What follows belongs to an exercise in optimizing a design on an open flow for small area, a short achievable clock period and few clock cycles; a production flow would make more cautious choices.
Where RTL was checked, it was by simulation tests only, not by an equivalence proof against the original.
No functional check of the RTL was part of run 5.
No activity file was given, so power comes from the tool's default toggle rates.

## flow/config.mk

```make
export PLATFORM = sky130hd
export DESIGN_NAME = swath_engine
export DESIGN_NICKNAME = swath_engine
export VERILOG_FILES = /design/flow/design.v
export SDC_FILE = /design/flow/constraint.sdc
export NUM_CORES = 4
export LEC_CHECK = 0
export CAP_MARGIN = 20
export CORE_MARGIN = 2
export CORE_UTILIZATION = 50
export PLACE_DENSITY = 0.65
export SLEW_MARGIN = 20
```

## flow/constraint.sdc

```tcl
create_clock -name core_clock -period 10.0 [get_ports {clk}]
set_input_delay 2.0000 -clock core_clock [delete_from_list [all_inputs] [get_ports {clk}]]
set_output_delay 2.0000 -clock core_clock [all_outputs]
set_load 0.01 [all_outputs]
```

## flow/design.v

```verilog
module swath_engine (
    input  wire        clk,
    input  wire        rst,
    input  wire        in_valid,
    output wire        in_ready,
    input  wire [5:0]  in_swath,
    input  wire        in_mirror,
    input  wire [63:0] in_sh_l,
    input  wire [63:0] in_sh_r,
    input  wire [63:0] in_lv_l,
    input  wire [63:0] in_lv_r,
    output wire        ev_valid,
    input  wire        ev_ready,
    output wire [15:0] ev_data,
    output wire        res_valid,
    output wire [6:0]  res_k
);
    localparam [2:0] G_IDLE   = 3'd0,    
                     G_SELCOL = 3'd1,
                     G_RCMD   = 3'd2,
                     G_RSEL   = 3'd3,
                     G_DATA   = 3'd4,
                     G_WR     = 3'd5,
                     G_END    = 3'd6;
    localparam [3:0] K_CMD = 4'd1, K_DATA = 4'd2, K_SELCOL = 4'd3,
                     K_SELROW = 4'd4, K_WRITE = 4'd5, K_END = 4'd6;
    wire [63:0] d_l  = in_sh_l ^ in_lv_l;
    wire [63:0] d_r  = in_sh_r ^ in_lv_r;
    wire [63:0] t_l  = {64{in_mirror}} & d_r;
    wire [63:0] t_r  = {64{in_mirror}} & d_l;
    wire [63:0] wl_m = (in_sh_l | t_l) & (~in_lv_l | t_l);
    wire [63:0] wr_m = (in_sh_r | t_r) & (~in_lv_r | t_r);
    wire [63:0] any_n   = d_l | d_r;
    reg [63:0] any, wl, wr;      
    reg [5:0]  sw;
    reg        rdy;              
    reg        full;             
    reg        fresh;            
    reg        sbr;              
    reg        men;              
    reg [3:0]  bq;               
    reg        bq_ok;            
    reg        sel;              
    reg        xv;               
    reg [5:0]  ridx;             
    reg        rbl, rbr;         
    reg        xd;               
    reg        rlast;            
    reg [2:0]  gs;               
    reg        first;            
    reg        last;             
    reg        bl, br;           
    reg [6:0]  k;                
    reg        evv;
    reg [15:0] evd;
    reg        endr;             
    reg        resv;
    reg [6:0]  resk;
    reg [1:0]  nq;               
    reg [5:0]  cq;               
    reg        hold;             
    integer    i;
    reg  [7:0]  gf;              
    reg  [7:0]  gp;              
    reg  [63:0] ip;              
    integer a, b;
    always @(*) begin
        gp[0] = 1'b0;
        for (a = 1; a < 8; a = a + 1) gp[a] = gp[a-1] | gf[a-1];
        for (a = 0; a < 8; a = a + 1) begin
            ip[8*a] = 1'b0;
            for (b = 1; b < 8; b = b + 1) ip[8*a+b] = ip[8*a+b-1] | any[8*a+b-1];
        end
    end
    wire [7:0]  gl  = gf & ~gp;              
    wire [63:0] pre = {{8{gp[7]}}, {8{gp[6]}}, {8{gp[5]}}, {8{gp[4]}},
                       {8{gp[3]}}, {8{gp[2]}}, {8{gp[1]}}, {8{gp[0]}}} | ip;
    wire [63:0] li  = any & ~ip;             
    reg  [5:0]  lo_idx;
    reg         lo_l, lo_r;
    integer c, d;
    always @(*) begin
        lo_idx = 6'd0;
        lo_l   = 1'b0;
        lo_r   = 1'b0;
        for (c = 0; c < 8; c = c + 1) begin
            lo_idx[5:3] = lo_idx[5:3] | ({3{gl[c]}} & c[2:0]);
            for (d = 0; d < 8; d = d + 1) begin
                lo_idx[2:0] = lo_idx[2:0] | ({3{gl[c] & li[8*c+d]}} & d[2:0]);
                lo_l = lo_l | (gl[c] & li[8*c+d] & wl[8*c+d]);
                lo_r = lo_r | (gl[c] & li[8*c+d] & wr[8*c+d]);
            end
        end
    end
    wire sb       = ~|any;                       
    wire sbk      = fresh ? (&bq) : sbr;
    wire nbk      = ~sbk;
    wire ext      = full & sel & ~xv & (|gf);    
    wire adv      = ~evv | ev_ready;
    wire gen_rsel = adv & (gs == G_RSEL);
    wire start    = adv & (gs == G_IDLE) & full & ~sel & nbk;
    wire take     = in_valid & rdy;
    wire retire   = full & ~sel & sbk;           
    wire nb_new   = start;                       
    wire drain    = ~endr & cq[0] & ~hold;
    assign in_ready  = rdy;
    assign ev_valid  = evv;
    assign ev_data   = evd;
    assign res_valid = resv;
    assign res_k     = resk;
    wire       full_n = take | (full & ~sbk);
    wire [1:0] nq_n   = nb_new ? (endr ? nq : {nq[0], 1'b1})
                               : (endr ? {1'b0, nq[1]} : nq);
    wire       hold_n = (retire & nq[0] | hold) & ~endr;
    wire [5:0] cq_n   = retire ? (drain ? cq : {cq[4:0], 1'b1})
                               : (drain ? {1'b0, cq[5:1]} : cq);
    wire       slot_n = take ? (bq_ok & (&bq)) : ~full_n;
    wire       rdy_n  = slot_n & ~cq_n[4] & ~(nq_n[0] & ~hold_n & cq_n[0]);
    always @(posedge clk) begin
        if (men) begin
            wl  <= wl_m;
            wr  <= wr_m;
            sw  <= in_swath;
        end
        for (i = 0; i < 64; i = i + 1)
            if (men || (ext && gl[i/8] && li[i])) any[i] <= men & any_n[i];
        sbr <= sb;
        for (i = 0; i < 4; i = i + 1) bq[i] <= ~|any_n[16*i +: 16];
        for (i = 0; i < 8; i = i + 1) begin
            gf[i] <= |any[8*i +: 8];
        end
        if (ext) begin
            ridx  <= lo_idx;
            rbl   <= lo_l;
            rbr   <= lo_r;
        end
    end
    always @(posedge clk) begin
        if (gen_rsel) begin
            bl   <= rbl;
            br   <= rbr;
            last <= xd ? sb : rlast;
            k    <= first ? 7'd1 : k + 7'd1;
        end
        if (adv) begin
            case (gs)
                G_IDLE:   evd <= {K_CMD, 12'd0};
                G_SELCOL: evd <= {K_SELCOL, sw, sw};
                G_RCMD:   evd <= {K_CMD, 12'd0};
                G_RSEL:   evd <= {K_SELROW, ridx, ridx};
                G_DATA:   evd <= {K_DATA, 12'd0};
                G_WR:     evd <= {K_WRITE, 4'd0, {4{br}}, {4{bl}}};
                default:  evd <= {K_END, 12'd0};
            endcase
        end
        resk <= endr ? k : 7'd0;
    end
    always @(posedge clk) begin
        if (rst) begin
            rdy   <= 1'b1;
            full  <= 1'b0;
            fresh <= 1'b0;
            bq_ok <= 1'b0;
            men   <= 1'b1;
            xd    <= 1'b0;
            sel   <= 1'b0;
            xv    <= 1'b0;
            gs    <= G_IDLE;
            first <= 1'b0;
            evv   <= 1'b0;
            endr  <= 1'b0;
            resv  <= 1'b0;
            nq    <= 2'd0;
            cq    <= 6'd0;
            hold  <= 1'b0;
        end else begin
            bq_ok <= in_valid & ~take;
            men   <= slot_n;
            xd    <= ext;
            if (xd) rlast <= sb;
            if (take)                            sel <= 1'b0;
            else if (adv && gs == G_SELCOL)      sel <= 1'b1;
            if (ext)           xv <= 1'b1;
            else if (gen_rsel) xv <= 1'b0;
            if (adv) begin
                case (gs)
                    G_IDLE: begin
                        evv <= full & ~sel & nbk;
                        if (full & ~sel & nbk) gs <= G_SELCOL;
                    end
                    G_SELCOL: begin evv <= 1'b1; gs <= G_RCMD; end
                    G_RCMD:   begin evv <= 1'b1; gs <= G_RSEL; end
                    G_RSEL:   begin evv <= 1'b1; gs <= G_DATA; end
                    G_DATA:   begin evv <= 1'b1; gs <= G_WR;   end
                    G_WR:     begin evv <= 1'b1; gs <= last ? G_END : G_RCMD; end
                    default:  begin evv <= 1'b1; gs <= G_IDLE; end
                endcase
            end
            if (start)         first <= 1'b1;
            else if (gen_rsel) first <= 1'b0;
            endr  <= evv & ev_ready & (evd[14:12] == K_END[2:0]);
            rdy   <= rdy_n;
            full  <= full_n;
            fresh <= take;
            resv  <= endr | drain;
            nq    <= nq_n;
            cq    <= cq_n;
            hold  <= hold_n;
        end
    end
endmodule
```

## flow/flow/run.sh

```bash
#!/bin/bash
# Layout flow: the standard ORFS flow (standard synthesis, unchanged),
# with small port buffers and the timing repair aimed at extra setup slack.
set -euo pipefail
export BUFFER_PORTS_ARGS="-buffer_cell sky130_fd_sc_hd__buf_1"
export SETUP_SLACK_MARGIN=7.0
export CTS_CLUSTER_SIZE=30
export CTS_CLUSTER_DIAMETER=80
export CTS_BUF_LIST="sky130_fd_sc_hd__clkbuf_4 sky130_fd_sc_hd__clkbuf_8 sky130_fd_sc_hd__clkbuf_16"
bash standard.sh > orfs_make.log 2>&1
```

## flow/standard.sh

```bash
#!/bin/bash
# synth_recipe.tcl (not shown) runs the flow's synth.tcl, then flattens the netlist and writes it again
# the make line also repeats each setting of config.mk as NAME=value (left out here)
make -C /OpenROAD-flow-scripts/flow DESIGN_CONFIG=/design/flow/config.mk WORK_HOME=/design/flow/orfs CLKGATE_MAP_FILE= SYNTH_SCRIPT=/design/flow/synth_recipe.tcl "${@:-finish}"
```

==> results of run 1 <==
[placed cells by master (no fill, tap or decap), drive strengths merged, types with 4 or more instances in the layout]
master   synthesis  routed
and3            15      15
nor2b           21      21
nand3b          11      11
o31ai            8       8
nor2            92      92
and2            17      17
a22oi           14      14
xnor2           87      87
nor3            24      24
o21ai           88      88
or4              7       7
a221oi           6       6
nor3b            8       8
clkbuf          39      32
nand3           45      45
nand2          182     182
o22ai          100     100
inv            163     168
nand2b           8       8
a31oi            8       8
nand4           26      26
nor4            25      25
o2111ai          5       5
nor4b            7       7
mux2i            6       6
and4            13      13
dfxtp           44      44
a32oi           11      11
xor2            46      46
buf             19     289
clkinv           0       4
a21oi           74      74
a21o             7       7
edfxtp         232     232
[synthesized netlist by cell type (7+ instances only)]
cell      count
a21o_1        7
a21oi_1      74
a22oi_1      14
a31oi_1       8
a32oi_1      11
and2_1       15
and3_1       14
and4_1       13
buf_2         8
clkbuf_1     38
dfxtp_1      44
edfxtp_1    232
inv_1       163
nand2_1     182
nand2b_1      8
nand3_1      45
nand3b_1     10
nand4_1      26
nor2_1       92
nor2b_1      21
nor3_1       24
nor3b_1       7
nor4_1       17
o21ai_0      88
o22ai_1     100
o31ai_1       8
or4_1         7
xnor2_1      87
xor2_1       46
[per-layer routing]
metal	vias to the layer above	GRT usage, %
met5	-	0
met3	74	4.82
met2	547	43.5
met1	5792	36.8
li1	5959	-
met4	2	7.27
[through the flow]
stage | area, um2 | total power (uW)
detailed placement | 16200 | 1920
global placement | 16200 | 1910
CTS | 16700 | 2610
floorplan | 14800 | 1740
finish | 16800 | 2600
global route | 16800 | 2710
[worst register-to-register path: stages (launching register included)]
cell and delay (ps):
dfxtp_2 510, nor4_2 120, buf_4 200, nand2_2 270, o32ai_1 230, nor3_1 480, nand4_1 200, or4_1 580
[power groups by stage]
stage	Clock [uW]	Combinational, uW	Sequential, uW
global placement	0	395	1520
CTS	705	408	1490
floorplan	0	249	1490
global route	740	460	1510
finish	692	415	1500
detailed placement	0	404	1520
[final timing paths]
check | start | to | slack, ps | depth (start not counted)
setup / recovery | evd[12] | ev_data[12] | 6960 | 1
hold / removal | rbr | br | 430 | 0
setup reg to reg | gf[0] | rbl | 7160 | 7
hold reg to reg | rbr | br | 430 | 0
[registers in the layout (all words and copies together) (netlist names), 2 cells and up]
register and count:
nq 2, ridx 6, gs 3, resk 7
bq 4, gf 8, k 7, wl 64
cq 6, evd 15, any 64, wr 64
sw 6
[cell type report]
cell class                      instances  area [um2]
Sequential cell                       276        7860
Tap cell                              384         480
Clock inverter                          9        81.3
Clock buffer                           16         383
Fill cell                            2564       12200
Multi-Input combinational cell       1005        6090
Inverter                              163         626
Timing Repair Buffer                  305        1250
[what timing repair did]
action	in CTS	in global routing
endpoints found under the setup margin	102	67
gates resized for setup	12	19
gates cloned	0	0
buffers inserted	1	1
[logic make-up (layout without fill, tap and decap cells)]
logic type	Yosys count	count (layout)	share of synthesized area, %
AND/OR/NAND/NOR	515	515	18.0
AO/OA/AOI/OAI	348	348	14.6
flip-flops	276	276	53.1
buffers and inverters	221	493	5.84
XOR/XNOR	133	133	7.88
multiplexers	7	7	0.482
adder cells (fa/ha/maj)	1	1	0.0846
other	1	1	0.0254
==> run summary, run 1 <==
- Status: complete, no violations
- WL per Instance: 19.5 um
- CTS sink count: 276
- GRT Total Usage: 26.6%
- Die height: 176 um
- IO Pins: 293
- Fin cells: 2,158
- Post-route minimum period: 3040 ps
- Part of the power in registers: 57.5%
- Cell accounting for the most synthesized area: edfxtp_1
- Clk latency of the worst-skew pair: 510 ps
- Sw Share: 28.8%
- Clock root cell: clkbuf_16
- Die ar.: 31,000 um2
- Average size of a mapped cell: 9.85 um2
- Routed met2 length: 19,300 um
- Crit-path leading delay family: flip-flops
- Num CTS Buffers: 15
- RSZ-0062 raised after global routing: true
- Pin count of the biggest net entering global routing: 82
- GRT overflow: 0
- Number of synthesized flops with an enable pin: 232
- Clock skew: 18.1 ps
- Detailed Route Iter0 Violations: 1,206
- Routed WL: 42,000 um
- Async SR Flop Fraction: 0%
- H-tree depth: 1
- Slowest Stage Delay on Critical Path: 400 ps
- Dpl ws: 5490 ps
- Ys Warns: 1
- Detail Route Antenna Nets: 0
- Critical path class: reg -> out
- Port-buffer cells: 291
- Top cells by area, synth: edfxtp_1 (47%), dfxtp_1 (6.0%), xnor2_1 (5.2%)
- Clk pwr share: 26.6%
- Pre-antenna DRT Iters: 7
- Fin. max-slew vios: 0
- Seq/Total Area, Yosys: 53.1%
- Final nets: 2,034
- Logic pwr share: 15.9%
- Residual DRC: 0
- Top sig layer: met5
- CP cell instances: clkbuf_2
- Critical Path AT: 1040 ps
- DR vias/cell: 5.73
- WP buf/inv: 1
- PnR worst setup slack: 6960 ps
- Final setup viols: 0
- CTS hold repair buffers: 0
- Fin crit share: 30.4%
- Initial Utilization: 51.1%
- Setup TNS: 0 ps
- First-pass GRT wire length: 63,700 um
- TritonCTS clock tree: yes
- Vias in the first global route: 11,674
- Crit path max fanout: 2
- Seq cells post-synth: 276
- Worst-Margin Slew: 875 ps
- Final Core Density: 58.0%
- Synth Net Count: 1,770
- Max-cap viol count: 0
- Top cell type's share of synthesized area: 47.1%
- Max Fclk: 329 MHz
- CP Capture Type: primary output
- Net load switching power: 749 uW
- Clock transition at the registers of the reported paths: 120 ps
- Unique masters post-synth: 73
- Vias: 12,374
- Pint: 1850 uW
- ANT cells: 0
- Placed insts: 2,130
- GPL Wtd Cong: 0.937
- Static Leak: 0.00617 uW
- Met3 wire length: 3680 um
- Maximum VDD drop: 95.7 uV
- Core area: 28,900 um2
- Post-Synthesis Cells: 1,502
- Hold_ws: 433 ps
- Met1 WL: 17,800 um
- Normalized max-slew margin: 41.7%
- CP required: 8000 ps
- Initial antenna violation count: 1
- P&R area growth vs syn: 13.4%
- Slowest CP cell: edfxtp_1
- Share of post-route cells with drive strength above 1: 4.96%
- Power per cell area: 155 nW/um2
- CP Launch Type: register
- Post-synth top flop: edfxtp_1
- Row cnt: 62
- Worst-case clock buffer depth: 3
- Cell Area, Synth: 14,800 um2
- Die X-Extent: 176 um
- Worst hold path type: reg -> reg
- Dpl hpwl: 32,400 um
- Hold Fails Final Rpt: 0
Testbench counts, summed over its fixed seeds: cycles 19,783.
==> inputs of run 2 (changes only) <==
==> flow/flow/run.sh (replaced) <==
#!/bin/bash
# Layout flow: the standard ORFS flow (standard synthesis, unchanged),
# with small port buffers and the timing repair aimed at extra setup slack.
set -euo pipefail
export BUFFER_PORTS_ARGS="-buffer_cell sky130_fd_sc_hd__buf_1"
export SETUP_SLACK_MARGIN=7.1
export CTS_CLUSTER_SIZE=30
export CTS_CLUSTER_DIAMETER=80
bash standard.sh > orfs_make.log 2>&1
==> run summary, run 2 <==
- Status: complete, no violations
- First-pass GRT wire length: 64,200 um (+0.76%)
- IO Pins: 293 (unchanged)
- Static Leak: 0.00621 uW (+0.61%)
- GPL Wtd Cong: 0.938 (+0.14%)
- Final nets: 2,037 (+0.15%)
- RSZ-0062 raised after global routing: true
- Total power: 2670 uW (+2.6%)
- Max Fclk: 328 MHz (-0.43%)
- Core area: 28,900 um2 (unchanged)
- CP required: 8000 ps (about the same)
- CTS sink count: 276 (unchanged)
- Most common cell after layout, fill and taps aside: buf_1
- Unique masters post-synth: 73 (unchanged)
- Power per cell area: 158 nW/um2 (+1.9%)
- CP Capture Type: primary output
- Sequential cell area: 7860 um2 (about the same)
- Filler cells: 2,594 (+1.2%)
- Synth Net Count: 1,770 (unchanged)
- CP Launch Type: register
- Number of synthesized flops with an enable pin: 232 (unchanged)
- Clock skew: 28.8 ps (+10.7 ps)
- Setup TNS: 0 ps (unchanged)
- Share of post-route cells with drive strength above 1: 5.28% (+0.32 points)
- Pin count of the biggest net entering global routing: 87 (+6.1%)
- Num CTS Buffers: 16 (+1)
- Pre-antenna DRT Iters: 6 (-1)
- Crit path max fanout: 2 (unchanged)
- CP cell instances: buf_1
- Normalized max-slew margin: 34.1% (-7.6 points)
- Row cnt: 62 (unchanged)
- Fin crit share: 30.5% (+0.13 points)
- P&R area growth vs syn: 14.2%
- DR vias/cell: 5.77 (+0.69%)
- H-tree depth: 1 (unchanged)
- Top Registers: any: 64 flops, wl: 64 flops, wr: 64 flops
- Cell accounting for the most synthesized area: edfxtp_1
- Initial antenna violation count: 0 (-1)
- Final setup viols: 0 (unchanged)
- Dpl hpwl: 32,400 um (about the same)
- Worst-Margin Slew: 989 ps (+114 ps)
- Vias in the first global route: 11,760 (+0.74%)
- Slowest CP cell: edfxtp_1
- Post-route minimum period: 3050 ps (+13.2 ps)
- Slowest Stage Delay on Critical Path: 410 ps (about the same)
- Residual DRC: 0 (unchanged)
- Post-Synthesis Cells: 1,502 (unchanged)
- Clock transition at the registers of the reported paths: 100 ps (-20 ps)
- Critical path class: reg -> out
- Post-synth top flop: edfxtp_1
- WP buf/inv: 1 (unchanged)
- Clk latency of the worst-skew pair: 520 ps (about the same)
- Top cell type's share of synthesized area: 47.1% (unchanged)
- Die height: 176 um (unchanged)
- Worst hold path type: reg -> reg
- Die X-Extent: 176 um (unchanged)
- GRT overflow: 0 (unchanged)
- Ys Warns: 1 (unchanged)
- Seq/Total Area, Yosys: 53.1% (unchanged)
- WL per Instance: 19.5 um (about the same)
- Hold Fails Final Rpt: 0 (unchanged)
- TritonCTS clock tree: yes
- Cell Area, Synth: 14,800 um2 (unchanged)
- Die ar.: 31,000 um2 (unchanged)
- Detail Route Antenna Nets: 0 (unchanged)
- Clock root cell: clkbuf_16
- GRT Total Usage: 26.8% (+0.11 points)
- Seq cells post-synth: 276 (unchanged)
- Max-cap viol count: 0 (unchanged)
- Fin. max-slew vios: 0 (unchanged)
- Most frequent cells in the layout: buf_1 (274), edfxtp_1 (232), nand2_1 (181), inv_1 (161), o22ai_1 (100)
- Crit-path leading delay family: flip-flops
- Average size of a mapped cell: 9.85 um2 (unchanged)
- Vias: 12,500 (+1.0%)
- Multi-input logic area: 6110 um2 (+0.27%)
- Maximum VDD drop: 96.6 uV (+0.92%)
- Top cells by area, synth: edfxtp_1 (47%), dfxtp_1 (6.0%), xnor2_1 (5.2%)
- Routed WL: 42,100 um (+0.30%)
- Detailed Route Iter0 Violations: 1,104 (-8.5%)
- Commonest cells in the synthesized netlist: edfxtp_1 (232), nand2_1 (182), inv_1 (163), o22ai_1 (100), nor2_1 (92)
- Async SR Flop Fraction: 0% (unchanged)
- Critical Path AT: 1050 ps (about the same)
- Worst-case clock buffer depth: 3 (unchanged)
- Port-buffer cells: 291 (unchanged)
- Initial Utilization: 51.1% (unchanged)
- Count leader, synth: edfxtp_1
==> run 2: cell counts after synthesis <==
Identical to the previous run, type by type.
==> run 2: per-layer routing <==
layer / GRT usage, % / vias to the layer above / share of wire, %
met3: 4.37 / 73 / 7.8
met5: 0 / - / 0
met4: 6.65 / 0 / 2.5
met2: 44.4 / 536 / 47
met1: 36.9 / 5924 / 43
li1: - / 5967 / -
==> run 2: cell families (layout without fill, tap and decap cells) <==
| logic type | Yosys count | in the layout | synth area share [%] |
|---|---|---|---|
| fa+ha+maj | 1 | 1 | 0.0846 |
| compound gates | 348 | 348 | 14.6 |
| mux | 7 | 7 | 0.482 |
| simple gates | 515 | 515 | 18.0 |
| other cells | 1 | 3 | 0.0254 |
| xor+xnor | 133 | 133 | 7.88 |
| flops | 276 | 276 | 53.1 |
| buf+inv | 221 | 498 | 5.84 |
==> run 2: final cells by class <==
| cell class | count | share of cell area, % |
|---|---|---|
| diodes | 2 | 0.0296 |
| inverters | 163 | 3.66 |
| clock buffers | 18 | 2.54 |
| clock inverters | 10 | 0.667 |
| repair buffers | 307 | 7.54 |
| well taps | 384 | 2.85 |
| multi-input cells | 1005 | 36.2 |
| flip-flops and latches | 276 | 46.5 |
==> run 2: what timing repair did <==
item                       in CTS  in global routing
hold buffers                    0                  0
pin swaps                       0                  0
gates resized for setup        22                 13
setup buffers                   4                  1
setup endpoints to repair     111                 30
==> run 2: report_power, final <==
| group | switching [uW] | total, uW | leakage, uW | internal, uW |
|---|---|---|---|---|
| clock | 408 | 760 | 0.000261 | 352 |
| sequential | 94.7 | 1490 | 0.00273 | 1400 |
| combinational | 257 | 416 | 0.00322 | 159 |
==> run 2: path summary, 6_finish.rpt <==
| kind | cells after the start | to | startpoint | slack (ps) |
|---|---|---|---|---|
| max | 1 | ev_data[13] | evd[13] | 6950 |
| min | 0 | br | rbr | 440 |
| max reg2reg | 7 | rbl | gf[1] | 7210 |
| min reg2reg | 0 | br | rbr | 440 |
==> run 2: through the flow <==
step                      hold slack (ps)  area (um2)  setup slack (ps)  util, %  cells
after floorplan                       400       14800              6920        -   1502
after global placement                404       16200              5680     56.0   2130
after detailed placement              419       16200              5560     56.0   2130
after CTS                             442       16800              6960     58.2   2162
after global routing                  467       16900              6910     58.3   2163
final                                 443       16900              6950     58.4   2165
==> run 2: worst register-to-register path, cell delays in order (launching register included) <==
cell,delay [ps]
dfxtp_1,530
nor4_2,100
buf_4,200
nand2_2,280
o32ai_1,210
nor3_1,400
nand4_1,170
or4_1,610
==> inputs of run 3 (changes only) <==
==> flow/flow/run.sh (replaced) <==
#!/bin/bash
# Layout flow: the standard ORFS flow (standard synthesis, unchanged),
# with small port buffers and the timing repair aimed at extra setup slack.
set -euo pipefail
export BUFFER_PORTS_ARGS="-buffer_cell sky130_fd_sc_hd__buf_1"
export SETUP_SLACK_MARGIN=7.0
export CTS_CLUSTER_SIZE=30
export CTS_CLUSTER_DIAMETER=80
bash standard.sh > orfs_make.log 2>&1
==> run summary, run 3 <==
- CTS sink count: 276 (unchanged)
- Share of post-route cells with drive strength above 1: 4.90% (-0.38 points)
- Vias in the first global route: 11,674 (-0.73%)
- CP cell instances: clkbuf_2
- GRT Total Usage: 26.6% (-0.11 points)
- WL per Instance: 19.4 um (about the same)
- Seq/Total Area, Yosys: 53.1% (unchanged)
- RSZ-0062 raised after global routing: true
- Total power: 2600 uW (-2.6%)
- Hold Fails Final Rpt: 0 (unchanged)
- Initial Utilization: 51.1% (unchanged)
- Max-cap viol count: 0 (unchanged)
- Synth Net Count: 1,770 (unchanged)
- Crit path max fanout: 2 (unchanged)
- Status: complete, no violations
- Post-Synthesis Cells: 1,502 (unchanged)
- Unique masters post-synth: 73 (unchanged)
- Detailed Route Iter0 Violations: 1,207 (+9.3%)
- Core area: 28,900 um2 (unchanged)
- Ys Warns: 1 (unchanged)
- Number of synthesized flops with an enable pin: 232 (unchanged)
- Clock transition at the registers of the reported paths: 110 ps (about the same)
- Crit-path leading delay family: flip-flops
- Clock skew: 17.8 ps (-11.1 ps)
- WP buf/inv: 1 (unchanged)
- Worst-Margin Slew: 873 ps (-116 ps)
- TritonCTS clock tree: yes
- Worst hold path type: reg -> reg
- Cell accounting for the most synthesized area: edfxtp_1
- Critical path class: reg -> out
- P&R area growth vs syn: 13.4%
- CP Launch Type: register
- DR vias/cell: 5.72 (-0.85%)
- Cell Area, Synth: 14,800 um2 (unchanged)
- GPL Wtd Cong: 0.937 (-0.14%)
- Routed WL: 41,900 um (-0.42%)
- Worst-case clock buffer depth: 3 (unchanged)
- Seq cells post-synth: 276 (unchanged)
- Top cell type's share of synthesized area: 47.1% (unchanged)
- Power per cell area: 155 nW/um2 (-1.9%)
- Slowest CP cell: edfxtp_1
- Vias: 12,354 (-1.2%)
- Dpl hpwl: 32,400 um (about the same)
- CP required: 8000 ps (about the same)
- Most common cell after layout, fill and taps aside: buf_1
- Normalized max-slew margin: 41.8% (+7.7 points)
- Async SR Flop Fraction: 0% (unchanged)
- Slowest Stage Delay on Critical Path: 400 ps (about the same)
- Num CTS Buffers: 15 (-1)
- Placed cell area: 16,200 um2 (unchanged)
- Clk latency of the worst-skew pair: 500 ps (-20 ps)
- Pin count of the biggest net entering global routing: 82 (-5.7%)
- Pre-antenna DRT Iters: 7 (+1)
- Average size of a mapped cell: 9.85 um2 (unchanged)
- Die X-Extent: 176 um (unchanged)
- Post-synth top flop: edfxtp_1
- Most frequent cells in the layout: buf_1 (272), edfxtp_1 (232), nand2_1 (181), inv_1 (161), o22ai_1 (100)
- Final instance area: 16,800 um2 (-0.71%)
- GRT overflow: 0 (unchanged)
- Detail Route Antenna Nets: 0 (unchanged)
- CP Capture Type: primary output
- Die height: 176 um (unchanged)
- Count leader, synth: edfxtp_1
- Top Registers: any: 64 flops, wl: 64 flops, wr: 64 flops
- Clock root cell: clkbuf_16
- Static Leak: 0.00616 uW (-0.66%)
- Post-route minimum period: 3030 ps (-13.7 ps)
- Max Fclk: 329 MHz (+0.45%)
- Hold_ws: 433 ps (-9.50 ps)
- Final setup viols: 0 (unchanged)
- Die ar.: 31,000 um2 (unchanged)
- Fin. max-slew vios: 0 (unchanged)
- ANT cells: 0 (-2)
- Fin crit share: 30.3% (-0.14 points)
- Commonest cells in the synthesized netlist: edfxtp_1 (232), nand2_1 (182), inv_1 (163), o22ai_1 (100), nor2_1 (92)
- Initial antenna violation count: 1 (+1)
- Top cells by area, synth: edfxtp_1 (47%), dfxtp_1 (6.0%), xnor2_1 (5.2%)
- First-pass GRT wire length: 63,700 um (-0.75%)
- H-tree depth: 1 (unchanged)
- IO Pins: 293 (unchanged)
- Residual DRC: 0 (unchanged)
- Critical Path AT: 1030 ps (-20 ps)
- Row cnt: 62 (unchanged)
- Port-buffer cells: 291 (unchanged)
- Maximum VDD drop: 94.9 uV (-1.7%)
- Setup TNS: 0 ps (unchanged)
- Final nets: 2,034 (-0.15%)
[run 3: cell counts after synthesis]
Identical to the previous run, type by type.
[run 3: worst paths after layout]
kind / start / to / slack (ps) / depth (start not counted)
worst max register to register: gf[0] / rbl / 7160 / 7
worst max-delay path: evd[12] / ev_data[12] / 6970 / 1
worst min-delay path: rbr / br / 430 / 0
worst min register to register: rbr / br / 430 / 0
[run 3: kinds of logic after synthesis]
kind of cell | count (synthesis) | share of synthesized area, %
adder cells (fa/ha/maj) | 1 | 0.0846
multiplexers | 7 | 0.482
flip-flops | 276 | 53.1
AND/OR/NAND/NOR | 515 | 18.0
XOR/XNOR | 133 | 7.88
buffers and inverters | 221 | 5.84
AO/OA/AOI/OAI | 348 | 14.6
other | 1 | 0.0254
[run 3: layout make-up]
| class | count | area (um2) |
|---|---|---|
| clock buffer | 16 | 379 |
| clock inverter | 9 | 81.3 |
| fill | 2565 | 12200 |
| inverter | 163 | 626 |
| multi-input combinational | 1005 | 6090 |
| sequential | 276 | 7860 |
| tap | 384 | 480 |
| timing repair buffer | 305 | 1250 |
[run 3: timing repair]
action                                  CTS  global route
hold buffers                              0             0
endpoints found under the setup margin  102            67
cloned                                    0             0
resized for setup                        12            19
buffers inserted                          1             1
[run 3: where the power goes]
group | internal (uW) | switching, uW
combinational | 158 | 257
clock | 293 | 396
sequential | 1400 | 96.5
[run 3: layer usage]
metal / share of wire [%] / GRT usage, % / vias to the layer above
met5: 0.031 / 0 / -
li1: - / - / 5959
met4: 2.9 / 7.27 / 2
met3: 8.5 / 4.82 / 68
met1: 43 / 36.8 / 5788
met2: 46 / 43.5 / 537
[run 3: through the flow]
step / std cells / worst slack (ps) / utilization (%)
floorplan: 1502 / 6920 / -
global placement: 2130 / 5570 / 56.0
detailed placement: 2130 / 5490 / 56.0
CTS: 2156 / 6950 / 57.7
global route: 2158 / 6930 / 57.9
finish: 2158 / 6970 / 57.9
==> inputs of run 4 (changes only) <==
--- a/flow/flow/run.sh
+++ b/flow/flow/run.sh
@@ -4,6 +4,6 @@
 set -euo pipefail
 export BUFFER_PORTS_ARGS="-buffer_cell sky130_fd_sc_hd__buf_1"
 export SETUP_SLACK_MARGIN=7.0
-export CTS_CLUSTER_SIZE=30
+export CTS_CLUSTER_SIZE=25
 export CTS_CLUSTER_DIAMETER=80
 bash standard.sh > orfs_make.log 2>&1
==> run summary, run 4 <==
- Core area: 28,900 um2 (unchanged)
- Fin. max-slew vios: 0 (unchanged)
- Power per cell area: 158 nW/um2 (+1.9%)
- Initial Utilization: 51.1% (unchanged)
- Crit-path leading delay family: flip-flops
- Status: complete, no violations
- R2R cell count: 7 (unchanged)
- Clock skew: 18.6 ps (+0.839 ps)
- Hold Startpoint: rbr
- Die X-Extent: 176 um (unchanged)
- Port-buffer cells: 291 (unchanged)
- Placed insts: 2,130 (unchanged)
- Clock transition at the registers of the reported paths: 100 ps (about the same)
- Residual DRC: 0 (unchanged)
- CP cell instances: clkbuf_2
- RSZ-0062 raised after global routing: true
- Post-route minimum period: 3040 ps (+0.560 ps)
- Share of post-route cells with drive strength above 1: 4.85% (-0.059 points)
- Clk latency of the worst-skew pair: 520 ps (+20 ps)
- Routed WL: 42,000 um (about the same)
- Top Registers: any: 64 flops, wl: 64 flops, wr: 64 flops
- Initial antenna violation count: 1 (unchanged)
- Largest family of logic cells by synthesized area: simple AND/OR/NAND/NOR gates
- Final setup viols: 0 (unchanged)
- Async SR Flop Fraction: 0% (unchanged)
- Setup TNS: 0 ps (unchanged)
- Synth Net Count: 1,770 (unchanged)
- Pre-antenna DRT Iters: 5 (-2)
- Row cnt: 62 (unchanged)
- Slowest CP cell: edfxtp_1
- Pin count of the biggest net entering global routing: 82 (unchanged)
- DR vias/cell: 5.74 (+0.21%)
- Max-cap viol count: 0 (unchanged)
- Sequential cell area: 7860 um2 (unchanged)
- Post-synth top flop: edfxtp_1
- Post-Synthesis Cells: 1,502 (unchanged)
- Filler cells: 2,551 (-0.55%)
- P&R area growth vs syn: 13.8%
- Complex-gate fraction of the synthesized area: 14.6% (unchanged)
- Normalized max-slew margin: 41.3% (-0.51 points)
- CP Launch Type: register
- Detailed Route Iter0 Violations: 1,127 (-6.6%)
- Count leader, synth: edfxtp_1
- Most frequent cells in the layout: buf_1 (272), edfxtp_1 (232), nand2_1 (181), inv_1 (161), o22ai_1 (100)
- H-tree depth: 1 (unchanged)
- Number of synthesized flops with an enable pin: 232 (unchanged)
- GRT Total Usage: 26.6% (about the same)
- Average size of a mapped cell: 9.85 um2 (unchanged)
- Multi-input logic area: 6090 um2 (unchanged)
- Post-synthesis simple-gate area fraction: 18.0% (unchanged)
- Most common cell after layout, fill and taps aside: buf_1
- Seq/Total Area, Yosys: 53.1% (unchanged)
- IO Pins: 293 (unchanged)
- Max Fclk: 329 MHz (about the same)
- Stages on worst setup path: 1 (unchanged)
- Clock root cell: clkbuf_16
- Final Core Density: 58.2% (+0.21 points)
- CP Capture Type: primary output
- Maximum VDD drop: 91.2 uV (-3.9%)
- Vias in the first global route: 11,643 (-0.27%)
- Die height: 176 um (unchanged)
- Cell Area, Synth: 14,800 um2 (unchanged)
- Unique masters post-synth: 73 (unchanged)
- TritonCTS clock tree: yes
- Top cell type's share of synthesized area: 47.1% (unchanged)
- Worst-case clock buffer depth: 3 (unchanged)
- Fin cells: 2,160 (+0.093%)
- Cell accounting for the most synthesized area: edfxtp_1
- Num CTS Buffers: 16 (+1)
- CTS sink count: 276 (unchanged)
- Hold Fails Final Rpt: 0 (unchanged)
- Placed cell area: 16,200 um2 (unchanged)
- Final nets: 2,034 (unchanged)
- Mux contribution to synthesized area: 0.482% (unchanged)
- WHS Path Cells: 0 (unchanged)
- Slowest Stage Delay on Critical Path: 400 ps (about the same)
- Die ar.: 31,000 um2 (unchanged)
- WL per Instance: 19.4 um (about the same)
- Hold_ws: 428 ps (-4.84 ps)
- Vias: 12,392 (+0.31%)
- Seq cells post-synth: 276 (unchanged)
- GRT overflow: 0 (unchanged)
- R2R Path Start: gf[1]
- Crit path max fanout: 2 (unchanged)
- Detail Route Antenna Nets: 0 (unchanged)
- Dpl hpwl: 32,400 um (unchanged)
- GPL Wtd Cong: 0.937 (unchanged)
- WP buf/inv: 1 (unchanged)
- Worst hold path type: reg -> reg
- Critical path class: reg -> out
- Ys Warns: 1 (unchanged)
- Adder-cell share of the synthesized area: 0.0846% (unchanged)
- Top cells by area, synth: edfxtp_1 (47%), dfxtp_1 (6.0%), xnor2_1 (5.2%)
- Crit path from: evd[12]
- CP required: 8000 ps (about the same)
- Final instance area: 16,800 um2 (+0.37%)
- Xor/xnor cell area share of the yosys netlist: 7.88% (unchanged)
- Critical Path AT: 1040 ps (about the same)
- Fin crit share: 30.4% (about the same)
- Commonest cells in the synthesized netlist: edfxtp_1 (232), nand2_1 (182), inv_1 (163), o22ai_1 (100), nor2_1 (92)
- Worst-Margin Slew: 881 ps (+7.61 ps)
- First-pass GRT wire length: 63,700 um (about the same)
- Static Leak: 0.00619 uW (+0.39%)
[run 4: power by group]
group	switching (uW)	internal (uW)
registers	96.9	1400
logic	256	158
clock network	399	348
total	752	1910
[run 4: final timing paths]
check                end  slack, ps
max reg2reg          rbl       7150
max          ev_data[12]       6960
min                   br        430
min reg2reg           br        430
[run 4: cell families (layout without fill, tap and decap cells)]
kind of cell               Yosys count  count (layout)
DFF                                276             276
other                                1               2
buffers and inverters              221             494
muxes                                7               7
adders and majority gates            1               1
AOI/OAI and AO/OA                  348             348
and+or+nand+nor                    515             515
xor gates and xnor gates           133             133
[run 4: repair_timing]
item / CTS / global route
buffers inserted: 0 / 1
pin swaps: 0 / 0
endpoints found under the setup margin: 101 / 66
gates resized for setup: 12 / 20
hold buffers: 0 / 0
[run 4: final cells by class]
cell class / instances / share of cell area, %
diodes: 1 / 0.0149
flip-flops and latches: 276 / 46.7
multi-input cells: 1005 / 36.2
clock inverters: 8 / 0.521
repair buffers: 304 / 7.42
well taps: 384 / 2.86
clock buffers: 19 / 2.57
inverters: 163 / 3.72
[run 4: metal layers]
metal	track usage, %	wire [um]	up-vias
met5	0	13	-
met2	43.4	19500	549
met1	36.8	17800	5803
met3	5.08	3530	71
met4	6.82	1090	2
li1	-	-	5967
[run 4: through the flow]
step                setup WS (ps)  power, uW
floorplan                    6920       1740
global placement             5570       1910
detailed placement           5490       1920
CTS                          6950       2660
global route                 6930       2760
finish                       6960       2660
==> inputs of run 5 (changes only) <==
--- a/flow/design.v
+++ b/flow/design.v
@@ -38,7 +38,7 @@
     reg        fresh;            
     reg        sbr;              
     reg        men;              
-    reg [3:0]  bq;               
+    reg [7:0]  bq;               
     reg        bq_ok;            
     reg        sel;              
     reg        xv;               
@@ -51,7 +51,7 @@
     reg        last;             
     reg        bl, br;           
     reg [6:0]  k;                
-    reg        evv;
+    reg        evv, evend;
     reg [15:0] evd;
     reg        endr;             
     reg        resv;
@@ -76,6 +76,12 @@
     wire [63:0] pre = {{8{gp[7]}}, {8{gp[6]}}, {8{gp[5]}}, {8{gp[4]}},
                        {8{gp[3]}}, {8{gp[2]}}, {8{gp[1]}}, {8{gp[0]}}} | ip;
     wire [63:0] li  = any & ~ip;             
+    wire [63:0] i2  = any & ip;              
+    reg  [7:0]  m2;                          
+    integer e;
+    always @(*)
+        for (e = 0; e < 8; e = e + 1) m2[e] = |i2[8*e +: 8];
+    wire        xl  = ~|(gf & ~gl) & ~|(gl & m2);    
     reg  [5:0]  lo_idx;
     reg         lo_l, lo_r;
     integer c, d;
@@ -93,7 +99,7 @@
         end
     end
     wire sb       = ~|any;                       
-    wire sbk      = fresh ? (&bq) : sbr;
+    wire sbk      = fresh ? (&bq) : xd ? rlast : sbr;
     wire nbk      = ~sbk;
     wire ext      = full & sel & ~xv & (|gf);    
     wire adv      = ~evv | ev_ready;
@@ -118,18 +124,20 @@
     wire       rdy_n  = slot_n & ~cq_n[4] & ~(nq_n[0] & ~hold_n & cq_n[0]);
     always @(posedge clk) begin
         if (men) begin
+            any <= any_n;
             wl  <= wl_m;
             wr  <= wr_m;
             sw  <= in_swath;
-        end
-        for (i = 0; i < 64; i = i + 1)
-            if (men || (ext && gl[i/8] && li[i])) any[i] <= men & any_n[i];
+        end else if (ext) begin
+            any <= any & pre;
+        end
         sbr <= sb;
-        for (i = 0; i < 4; i = i + 1) bq[i] <= ~|any_n[16*i +: 16];
         for (i = 0; i < 8; i = i + 1) begin
+            bq[i] <= ~|any_n[8*i +: 8];
             gf[i] <= |any[8*i +: 8];
         end
         if (ext) begin
+            rlast <= xl;
             ridx  <= lo_idx;
             rbl   <= lo_l;
             rbr   <= lo_r;
@@ -139,7 +147,7 @@
         if (gen_rsel) begin
             bl   <= rbl;
             br   <= rbr;
-            last <= xd ? sb : rlast;
+            last <= rlast;
             k    <= first ? 7'd1 : k + 7'd1;
         end
         if (adv) begin
@@ -152,6 +160,7 @@
                 G_WR:     evd <= {K_WRITE, 4'd0, {4{br}}, {4{bl}}};
                 default:  evd <= {K_END, 12'd0};
             endcase
+            evend <= (gs == G_END);
         end
         resk <= endr ? k : 7'd0;
     end
@@ -177,7 +186,6 @@
             bq_ok <= in_valid & ~take;
             men   <= slot_n;
             xd    <= ext;
-            if (xd) rlast <= sb;
             if (take)                            sel <= 1'b0;
             else if (adv && gs == G_SELCOL)      sel <= 1'b1;
             if (ext)           xv <= 1'b1;
@@ -198,7 +206,7 @@
             end
             if (start)         first <= 1'b1;
             else if (gen_rsel) first <= 1'b0;
-            endr  <= evv & ev_ready & (evd[14:12] == K_END[2:0]);
+            endr  <= evv & ev_ready & evend;
             rdy   <= rdy_n;
             full  <= full_n;
             fresh <= take;
==> flow/flow/run.sh (replaced) <==
#!/bin/bash
# Layout flow: the standard ORFS flow (standard synthesis, unchanged),
# with small port buffers and the timing repair aimed at extra setup slack.
set -euo pipefail
export BUFFER_PORTS_ARGS="-buffer_cell sky130_fd_sc_hd__buf_1"
export SETUP_SLACK_MARGIN=6.5
bash standard.sh > orfs_make.log 2>&1
--- a/flow/config.mk
+++ b/flow/config.mk
@@ -7,6 +7,5 @@
 export LEC_CHECK = 0
 export CAP_MARGIN = 20
 export CORE_MARGIN = 2
-export CORE_UTILIZATION = 50
-export PLACE_DENSITY = 0.65
+export CORE_UTILIZATION = 40
 export SLEW_MARGIN = 20
==> run summary, run 5 <==
- Fin. max-slew vios: 0 (unchanged)
- Ys Warns: 1 (unchanged)
- Pre-antenna DRT Iters: 5 (unchanged)
- Status: complete, no violations
- Clk pwr share: 35.7% (+7.6 points)
- Clk latency of the worst-skew pair: 590 ps (+70 ps)
- P&R area growth vs syn: 15.6%
- Row cnt: 72 (+16%)
- Hold Startpoint: rbr
- Part of the power in registers: 50.4% (-5.9 points)
- Post-Synthesis Cells: 1,699 (+13%)
- Top cells by area, synth: edfxtp_1 (44%), o21ai_0 (8.5%), xor2_1 (6.9%)
- Max Fclk: 310 MHz (-6.0%)
- Routed WL: 48,700 um (+16%)
- Top Registers: any: 64 flops, wl: 64 flops, wr: 64 flops
- Core area: 38,900 um2 (+34%)
- Detail Route Antenna Nets: 0 (unchanged)
- CTS sink count: 281 (+1.8%)
- R2R cell count: 5 (-2)
- GRT Total Usage: 23.1% (-3.5 points)
- WHS Path Cells: 0 (unchanged)
- R2R Setup Slk: 6770 ps (-380 ps)
- Pint: 2220 uW (+17%)
- Average size of a mapped cell: 9.34 um2 (-5.1%)
- Slowest CP cell: or4_1
- Reg2reg end: any[30]
- CP Capture Type: register
- Power per cell area: 171 nW/um2 (+8.3%)
- Number of synthesized flops with an enable pin: 233 (+0.43%)
- Crit path from: gf[1]
- Top cell type's share of synthesized area: 44.1% (-3.0 points)
- Critical Path AT: 3490 ps (+2450 ps)
- Cell Area, Synth: 15,900 um2 (+7.3%)
- Initial Utilization: 40.8% (-10 points)
- Sequential cell area: 7960 um2 (+1.4%)
- Hold_ws: 438 ps (+10.1 ps)
- Residual DRC: 0 (unchanged)
- Cell accounting for the most synthesized area: edfxtp_1
- Port-buffer cells: 291 (unchanged)
- Dpl hpwl: 37,600 um (+16%)
- Setup TNS: 0 ps (unchanged)
- Critical path class: reg -> reg
- Worst-Margin Slew: 1080 ps (+199 ps)
- Logic pwr share: 13.9% (-1.7 points)
- WL per Instance: 19.5 um (+0.52%)
- CP required: 10,260 ps (+2260 ps)
- Final Core Density: 47.2% (-11 points)
- H-tree depth: 1 (unchanged)
- Clock skew: 29.9 ps (+11.3 ps)
- Worst Hold End: br
- Die X-Extent: 203 um (+15%)
- CP cell instances: or4_1 -> or3_1 -> o2111ai_1 -> nand2b_4 -> buf_4
- Normalized max-slew margin: 28.0% (-13 points)
- Count leader, synth: o21ai_0
- Filler cells: 3,802 (+49%)
- Multi-input logic area: 7030 um2 (+15%)
- Final nets: 2,217 (+9.0%)
- Static Leak: 0.00682 uW (+10%)
- Die height: 203 um (+15%)
- Fin crit share: 32.3% (+1.9 points)
- Pin count of the biggest net entering global routing: 83 (+1.2%)
- Synth Net Count: 1,967 (+11%)
- Vias: 13,664 (+10%)
- Maximum VDD drop: 124 uV (+36%)
- Slowest Stage Delay on Critical Path: 660 ps (+260 ps)
- Clock transition at the registers of the reported paths: 70 ps (-30 ps)
- Hold Fails Final Rpt: 0 (unchanged)
- Initial antenna violation count: 0 (-1)
- CP Launch Type: register
- First-pass GRT wire length: 73,700 um (+16%)
- RSZ-0062 raised after global routing: false
- R2R Path Start: gf[1]
- Total power: 3140 uW (+18%)
- Seq cells post-synth: 281 (+1.8%)
- CTS hold repair buffers: 0 (unchanged)
- Seq/Total Area, Yosys: 50.1% (-2.9 points)
- Num CTS Buffers: 31 (+15)
- Async SR Flop Fraction: 0% (unchanged)
- Max-cap viol count: 0 (unchanged)
- Crit path max fanout: 33 (+31)
- Most common cell after layout, fill and taps aside: buf_1
- Unique masters post-synth: 74 (+1.4%)
- Net load switching power: 914 uW (+22%)
- Share of post-route cells with drive strength above 1: 4.66% (-0.18 points)
- DR vias/cell: 5.48 (-4.4%)
- Commonest cells in the synthesized netlist: o21ai_0 (269), edfxtp_1 (233), nand2_1 (224), inv_1 (150), xor2_1 (125)
- Final setup viols: 0 (unchanged)
- IO Pins: 293 (unchanged)
- Vias in the first global route: 12,946 (+11%)
- Detailed Route Iter0 Violations: 1,191 (+5.7%)
- ANT cells: 0 (-1)
- Worst hold path type: reg -> reg
- Post-synth top flop: edfxtp_1
- Clock root cell: clkbuf_16
- Most frequent cells in the layout: buf_1 (290), o21ai_0 (269), edfxtp_1 (233), nand2_1 (224), inv_1 (149)
- TritonCTS clock tree: yes
- Die ar.: 41,300 um2 (+33%)
- Worst-case clock buffer depth: 3 (unchanged)
- Sw Share: 29.1% (+0.84 points)
- GPL Wtd Cong: 0.918 (-2.0%)
- Post-route minimum period: 3230 ps (+193 ps)
- GRT overflow: 0 (unchanged)
run 5: power by group through the flow:
stage / logic [uW] / clock network [uW] / registers, uW
final: 436 / 1120 / 1580
after global routing: 492 / 1180 / 1600
after CTS: 437 / 1140 / 1580
after detailed placement: 434 / 0 / 1600
after global placement: 425 / 0 / 1600
after floorplan: 304 / 0 / 1520
run 5: cell families after synthesis:
logic type | synth area share (%)
AO/OA/AOI/OAI | 16.5
XOR/XNOR | 7.45
adder cells (fa/ha/maj) | 0.899
buffers and inverters | 5.63
flip-flops | 50.1
multiplexers | 0.378
other | 0.0236
AND/OR/NAND/NOR | 19.0
run 5: repair_timing:
| action | 4_1_cts | 5_1_grt |
|---|---|---|
| endpoints found under the setup margin | 0 | 38 |
| buffers inserted | 0 | 0 |
| resized for setup | 0 | 3 |
run 5: how the worst max path moves through the flow:
stage	end	slack, ps	cells after the start
floorplan	rdy	6580	7
finish	any[30]	6770	5
detailed placement	wl[50]	5910	4
global route	any[30]	6630	5
CTS	wl[50]	6500	4
global placement	wl[40]	5960	4
run 5: per-stage QoR:
stage,cells,cell area (um2),worst slack [ps]
floorplan,1699,15900,6580
CTS,2492,18300,6500
detailed placement,2434,17400,5910
global route,2492,18400,6630
finish,2492,18400,6770
global placement,2434,17400,5960
run 5: per-layer routing:
metal  up-vias  share of wire [%]  global-route usage, %
li1       6629                  -                      -
met1      6462                 45                   32.1
met2       489                 45                   36.4
met3        84                6.9                   4.44
met4         0                3.3                   7.12
met5         -                  0                  0.357
run 5: layout make-up:
type | instances | share of cell area (%)
Clock inverter | 23 | 1.09
Clock buffer | 35 | 4.31
Multi-Input combinational cell | 1186 | 38.3
Timing Repair Buffer | 299 | 6.32
Tap cell | 518 | 3.53
Sequential cell | 281 | 43.4
Inverter | 150 | 3.07
run 5: critical path: cells and delay by family (launching register included):
| family | cells | cell delay [ps] |
|---|---|---|
| buffers and inverters | 1 | 400 |
| DFF | 1 | 510 |
| and+or+nand+nor | 3 | 1510 |
| AOI/OAI and AO/OA | 1 | 440 |

==> separate check: timing with driven ports <==
In the flow no input, the clock included, has a driving cell. The finished layouts below were timed again as built, in two steps.
Step 1 assumes that a clkbuf_16 drives the clock port and a buf_2 every other input.
Step 2 times the ports against the registers' clock, not the clock port: input delays grow and output delays shrink by t, the midpoint of the rising clock arrivals with the driver on.
Three values: no drivers, after step 1, after step 2; two values: the first two.
run	t (ns)	setup slack, ns	worst slew at a driven data input, ns
run 1	0.552	6.965 / 6.910 / 6.528	0.08
run 2	0.564	6.951 / 6.897 / 6.668	0.09
run 3	0.550	6.965 / 6.911 / 6.528	0.08
run 4	0.560	6.965 / 6.910 / 6.532	0.08
run 5	0.630	6.771 / 6.771 / 6.214	0.07
After both steps setup and hold are still met in every run listed. For run 5, which loses most, drivers alone change the setup slack by 0.000 ns; drivers and shift together by -0.557 ns.
